Source: an optimization exercise on an open RTL-to-GDS flow (aim: small area, a short achievable clock period and few clock cycles per item). Production flows keep margins and buffers that such runs may drop. Where RTL was checked, it was by simulation tests only, not by an equivalence proof against the original. Power is estimated from default activity; no workload was simulated.

==> inputs of trial 30 <==
==> flow/design.v (excerpt) <==
module logp_power (
    input  wire        clk,
    input  wire        rst,
    input  wire        in_valid,
    output wire        in_ready,
    input  wire [63:0] re,
    input  wire [63:0] im,
    output reg         out_valid,
    output reg  [63:0] p
);
export LEC_CHECK = 0
export CAP_MARGIN = 20
export CORE_MARGIN = 2
export CORE_UTILIZATION = 60
export PLACE_DENSITY = 0.7
export SLEW_MARGIN = 20
export SYNTH_HIERARCHICAL = 1
export SYNTH_MINIMUM_KEEP_SIZE = 0
create_clock -name core_clock -period 18.5 [get_ports {clk}]
standard.sh (not shown) runs the stock make flow with config.mk's settings and CLKGATE_MAP_FILE= SYNTH_SCRIPT=/design/flow/synth_recipe.tcl, a recipe that flattens the netlist after the stock synthesis.
==> flow/flow/run.sh <==
#!/bin/bash
# The standard layout, with timing repair aimed well below the clock period:
# repair_timing works until the setup slack reaches SETUP_SLACK_MARGIN, so the
# layout meets timing at the design's period with that much slack to spare.
set -euo pipefail
export SETUP_SLACK_MARGIN=${REPAIR_MARGIN:-13.0}
bash standard.sh > standard.log 2>&1
==> trial 98 (differences from trial 30) <==
--- a/flow/flow/run.sh
+++ b/flow/flow/run.sh
@@ -4,4 +4,4 @@
 # layout meets timing at the design's period with that much slack to spare.
 set -euo pipefail
-export SETUP_SLACK_MARGIN=${REPAIR_MARGIN:-13.0}
+export SETUP_SLACK_MARGIN=${REPAIR_MARGIN:-12.0}
 bash standard.sh > standard.log 2>&1
==> key figures <==
Global routing
  – Number of global-route vias before repair: 111,332

Routing
  – Final wirelength: about 440,000 um
  – DR vias/cell: 6.52
  – Met3 wire len: between 50,000 and 60,000 um

STA
  – WHS: 0.296 ns

Final layout
  – ClkCell Share: between 3 and 4%
  – Multi-input logic area: 0.0980 mm^2

Power and ir drop
  – VDD IR max: between 0.1 and 0.15 mV
  – Power per standard cell area: between 150 and 200 mW/mm^2

Setup path
  – Worst Setup SP: xa0[15]

Status
  – Status: timing/DRC/antenna clean
the above is filed under trial 30

==> key figures <==
Status
  – Status: timing/DRC/antenna clean

Final layout
  – ClkCell Share: under 10%
  – Multi-input logic area: 0.0980 mm^2

Power and ir drop
  – VDD IR max: 0.106 mV
  – Logic pwr share: between 60 and 70%
  – P_leak: between 50 and 60 nW
  – Clock Power Share: 13.2%
  – Power per standard cell area: 172 mW/mm^2

Routing
  – Final wirelength: 438,000 um
  – DR vias/cell: 6.51
  – Met3 wire len: roughly 52,000 um

Global routing
  – Congestion Overflow GR: 0
  – Number of global-route vias before repair: 111,307

Setup path
  – Worst Setup SP: xa0[7]

STA
  – WHS: 0.294 ns
the above is filed under trial 98

Function was not checked in any run of this note: the RTL went through the layout flow alone.


==> run P <==
logp_power, a different RTL version from the one above (not shown whole).
==> flow/config.mk <==
export PLATFORM = sky130hd
export DESIGN_NAME = logp_power
export DESIGN_NICKNAME = logp_power
export VERILOG_FILES = /design/flow/design.v
export SDC_FILE = /design/flow/constraint.sdc
export NUM_CORES = 4
export LEC_CHECK = 0
export CAP_MARGIN = 20
export CORE_MARGIN = 2
export CORE_UTILIZATION = 60
export CTS_CLUSTER_DIAMETER = 80
export CTS_CLUSTER_SIZE = 30
export PLACE_DENSITY = 0.7
export SLEW_MARGIN = 20
export SYNTH_HIERARCHICAL = 1
export SYNTH_MINIMUM_KEEP_SIZE = 0
==> flow/constraint.sdc <==
create_clock -name core_clock -period 18.5 [get_ports {clk}]
set_input_delay 3.7000 -clock core_clock [delete_from_list [all_inputs] [get_ports {clk}]]
set_output_delay 3.7000 -clock core_clock [all_outputs]
set_load 0.01 [all_outputs]
==> flow/flow/run.sh <==
#!/bin/bash
# The standard layout (the standard.sh, ORFS from synthesis to the final
# layout), with two settings it leaves open:
# - timing repair aimed well below the clock period: repair_timing works until
#   the setup slack reaches SETUP_SLACK_MARGIN, so the layout meets timing at
#   the design's period with that much slack to spare;
# - the ports buffered with buf_4 cells (buffer_ports' default picks a slow
#   delay buffer).
# make's full output goes to standard.log; ORFS keeps each step's log under
# orfs/logs/.
set -euo pipefail
export SETUP_SLACK_MARGIN=13.6
export BUFFER_PORTS_ARGS="-buffer_cell sky130_fd_sc_hd__buf_4"
bash standard.sh > standard.log 2>&1
==> run M: changes against run P <==
==> flow/flow/run.sh (replaced) <==
#!/bin/bash
# The standard layout, with timing repair aimed well below the clock period:
# repair_timing works until the setup slack reaches SETUP_SLACK_MARGIN, so the
# layout meets timing at the design's period with that much slack to spare.
set -euo pipefail
export SETUP_SLACK_MARGIN=${REPAIR_MARGIN:-13.0}
bash standard.sh > standard.log 2>&1
--- a/flow/config.mk
+++ b/flow/config.mk
@@ -10,4 +10,2 @@
 export CORE_UTILIZATION = 60
-export CTS_CLUSTER_DIAMETER = 80
-export CTS_CLUSTER_SIZE = 30
 export PLACE_DENSITY = 0.7
==> run_results.csv <==
group,metric,value,unit
outcome,status,"finished clean",
detailed_routing,drt-total-wl,484000,µm
global_route,grt_use_met3,17.4,%
cells_and_area,n_fill_cell,16500,
detailed_routing,vias_per_cell,7.06,
power,switching_share,50.4,%
place,gp_congestion,1.03,
sta,hold_ws,0.309,ns
detailed_routing,drt_pre_antenna_iters,13,
cells_and_area,multi_input_area,90900,µm²
cts,insertion_delay,0.82,ns
-- figures above: run P

==> run_results.csv <==
group,metric,value,unit
detailed_routing,vias_per_cell,6.98,
global_route,grt_use_met3,15.4,%
cells_and_area,layout-drive-gt1-share,8.99,%
outcome,status,"finished clean",
detailed_routing,drt_pre_antenna_iters,17,
place,place_ws,12.23,ns
power,switching_share,49.3,%
place,gp_congestion,1.03,
cts,insertion_delay,0.84,ns
cells_and_area,multi_input_area,90300,µm²
cells_and_area,n_fill_cell,17000,
-- figures above: run M

Testbench counts of run P, summed over its fixed seeds: cycles 24,064, items 24,000.
Testbench counts of run M, summed over its fixed seeds: cycles 24,064, items 24,000.


==> inputs of v7 <==
logp_power, a different RTL version from the one above (not shown whole).
## logp_power
module logp_power (
    input  wire        clk,
    input  wire        rst,
    input  wire        in_valid,
    output wire        in_ready,
    input  wire [63:0] re,
    input  wire [63:0] im,
    output reg         out_valid,
    output reg  [63:0] p
);
    assign in_ready = 1'b1;
    reg [5:0] v;
    always @(posedge clk) begin
        if (rst) begin
            v <= 6'd0;
            out_valid <= 1'b0;
        end else begin
            v <= {v[4:0], in_valid};
            out_valid <= v[5];
        end
    end
    reg [62:0] xa0, xb0;
    reg        topa0, topb0;
    reg [26:0] onea0, twoa0, oneb0, twob0;
    wire       topa_, topb_;
    wire [26:0] onea_, twoa_, oneb_, twob_;
    sq_top u_tpa (.f(re[51:0]), .top(topa_));
    sq_top u_tpb (.f(im[51:0]), .top(topb_));
    booth_enc u_bea (.f(re[51:0]), .one(onea_), .two(twoa_));
    booth_enc u_beb (.f(im[51:0]), .one(oneb_), .two(twob_));
    always @(posedge clk) begin
        xa0 <= re[62:0];
        xb0 <= im[62:0];
        topa0 <= topa_;
        topb0 <= topb_;
        onea0 <= onea_; twoa0 <= twoa_;
        oneb0 <= oneb_; twob0 <= twob_;
    end
    wire [86:0] ta_a, ta_b, tb_a, tb_b;
    wire        ta_c, tb_c;
    wire [13:0] ia_, ib_;
    fp64_sq_tree u_ta (.x(xa0), .top(topa0), .bone(onea0), .btwo(twoa0), .ra(ta_a), .rb(ta_b), .cl(ta_c), .info(ia_));
    fp64_sq_tree u_tb (.x(xb0), .top(topb0), .bone(oneb0), .btwo(twob0), .ra(tb_a), .rb(tb_b), .cl(tb_c), .info(ib_));
    reg [86:0] ta1a, ta1b, tb1a, tb1b;
    reg        ta1c, tb1c;
    reg [13:0] ia1, ib1;
    always @(posedge clk) begin
        ta1a <= ta_a; ta1b <= ta_b; tb1a <= tb_a; tb1b <= tb_b;
        ta1c <= ta_c; tb1c <= tb_c;
        ia1 <= ia_; ib1 <= ib_;
    end
    wire [87:0] sa_ = {ta1a, ta1c} + {ta1b, ta1c};
    wire [87:0] sb_ = {tb1a, tb1c} + {tb1b, tb1c};
    wire [23:0] ia_f, ib_f;
    fp64_sq_info u_ia (.i(ia1), .info(ia_f));
    fp64_sq_info u_ib (.i(ib1), .info(ib_f));
    wire [20:0] dc_;
    exp_diff u_ed (.ia(ia_f), .ib(ib_f), .dc(dc_));
    reg [55:0] sa2, sb2;
    reg [23:0] ia2, ib2;
    reg [20:0] dc2;
    always @(posedge clk) begin
        sa2 <= sa_[87:32]; sb2 <= sb_[87:32];
        ia2 <= ia_f; ib2 <= ib_f;
        dc2 <= dc_;
    end
  ...
Settings: LEC_CHECK=0, CAP_MARGIN=20, CORE_MARGIN=2, CORE_UTILIZATION=60, CTS_CLUSTER_DIAMETER=80, CTS_CLUSTER_SIZE=30, PLACE_DENSITY=0.7, SLEW_MARGIN=20, SYNTH_HIERARCHICAL=1, SYNTH_MINIMUM_KEEP_SIZE=0; clock period 18.5 ns.
==> flow/flow/run.sh <==
#!/bin/bash
# The standard layout (the standard.sh: ORFS from synthesis to the final
# layout) with three changes in how it is made:
# - after the standard synthesis, each logic cell is set to the smallest drive
#   strength of its kind (downsize.py); the timing repair below upsizes only
#   the cells on paths that need it;
# - timing repair aimed well below the clock period: repair_timing works until
#   the setup slack reaches SETUP_SLACK_MARGIN, so the layout meets timing at
#   the design's period with that much slack to spare;
# - the ports buffered with buf_4 cells (buffer_ports' default picks a slow
#   delay buffer).
# Each make run's full output goes to a log here; ORFS keeps each step's log
# under orfs/logs/.
set -euo pipefail
export SETUP_SLACK_MARGIN=13.6
export BUFFER_PORTS_ARGS="-buffer_cell sky130_fd_sc_hd__buf_4"
res=orfs/results/$FLOW_PLATFORM/logp_power/base
bash standard.sh "$PWD/$res/1_2_yosys.v" > synth.log 2>&1
python3 flow/downsize.py "$FLOW_HOME/platforms/$FLOW_PLATFORM/lib/sky130_fd_sc_hd__tt_025C_1v80.lib" \
    "$res/1_2_yosys.v" > downsize.log 2>&1
bash standard.sh > standard.log 2>&1
Other scripts of this flow, unchanged in this note and not shown: flow/flow/downsize.py
==> inputs of v33, as changes to v7 <==
--- a/flow/flow/run.sh
+++ b/flow/flow/run.sh
@@ -12,7 +12,7 @@
 # Each make run's full output goes to a log here; ORFS keeps each step's log
 # under orfs/logs/.
 set -euo pipefail
-export SETUP_SLACK_MARGIN=13.6
+export SETUP_SLACK_MARGIN=13.75
 export BUFFER_PORTS_ARGS="-buffer_cell sky130_fd_sc_hd__buf_4"
 res=orfs/results/$FLOW_PLATFORM/logp_power/base
 bash standard.sh "$PWD/$res/1_2_yosys.v" > synth.log 2>&1
- CORE_UTILIZATION: 60 -> 65
- PLACE_DENSITY: 0.7 -> 0.75
==> inputs of v6, as changes to v7 <==
--- a/flow/flow/run.sh
+++ b/flow/flow/run.sh
@@ -12,7 +12,7 @@
 # Each make run's full output goes to a log here; ORFS keeps each step's log
 # under orfs/logs/.
 set -euo pipefail
-export SETUP_SLACK_MARGIN=13.6
+export SETUP_SLACK_MARGIN=13.75
 export BUFFER_PORTS_ARGS="-buffer_cell sky130_fd_sc_hd__buf_4"
 res=orfs/results/$FLOW_PLATFORM/logp_power/base
 bash standard.sh "$PWD/$res/1_2_yosys.v" > synth.log 2>&1
==> inputs of v12, as changes to v7 <==
--- a/flow/flow/run.sh
+++ b/flow/flow/run.sh
@@ -12,7 +12,7 @@
 # Each make run's full output goes to a log here; ORFS keeps each step's log
 # under orfs/logs/.
 set -euo pipefail
-export SETUP_SLACK_MARGIN=13.6
+export SETUP_SLACK_MARGIN=13.9
 export BUFFER_PORTS_ARGS="-buffer_cell sky130_fd_sc_hd__buf_4"
 res=orfs/results/$FLOW_PLATFORM/logp_power/base
 bash standard.sh "$PWD/$res/1_2_yosys.v" > synth.log 2>&1
==> run notes <==
The lowest worst setup slack belongs to v7, the highest to v33.
Of v33 and v12, v33 has the higher clock power (gap about 2%, measured against v12).
In routed wire length, v6 and v7 hardly differ.
Of v7 and v33, v7 has the higher clock-buffer cell count (gap 4).
Clock skew: v12 < v6 < v7 < v33.
In maximum frequency, v33 and v6 hardly differ.
Testbench counts of v7, summed over its fixed seeds: cycles 24,064, items 24,000.
Testbench counts of v33, summed over its fixed seeds: cycles 24,064, items 24,000.
Testbench counts of v6, summed over its fixed seeds: cycles 24,064, items 24,000.
Testbench counts of v12, summed over its fixed seeds: cycles 24,064, items 24,000.

[port drivers added, routing unchanged]
The flow's constraints put no driver on any port. The routed layouts listed below were extracted and timed again, unchanged, in two steps.
Step 1 (the two cells are an assumption about what drives the block):
set clk [get_ports {clk}]
set_driving_cell -lib_cell sky130_fd_sc_hd__clkbuf_16 $clk
set_driving_cell -lib_cell sky130_fd_sc_hd__buf_2 [delete_from_list [all_inputs] $clk]
Step 2, shift: input delay + t, output delay - t, t = (earliest + latest rising clock arrival at the registers) / 2. This alone moves slack from input paths to output paths.
a / b / c = ideal / step 1 / step 2; a / b = the first two.
run	t, ns	setup WS [ns]	worst setup path at the end
trial 30	0.911	12.985 / 12.985 / 12.985	register to register
trial 98	0.909	12.023 / 12.023 / 12.023	register to register
run P	0.893	13.456 / 13.451 / 13.456	register to register
run M	0.926	12.893 / 12.893 / 12.893	register to register
v7	0.865	13.567 / 13.469 / 13.108	input to register
v33	0.848	13.581 / 13.491 / 12.939	input to register
v6	0.861	13.572 / 13.481 / 13.042	input to register
v12	0.860	13.574 / 13.485 / 13.218	input to register
After both steps every run listed still meets setup and hold. For v33, which loses most, drivers alone change the setup slack by -0.090 ns; drivers and shift together by -0.642 ns.
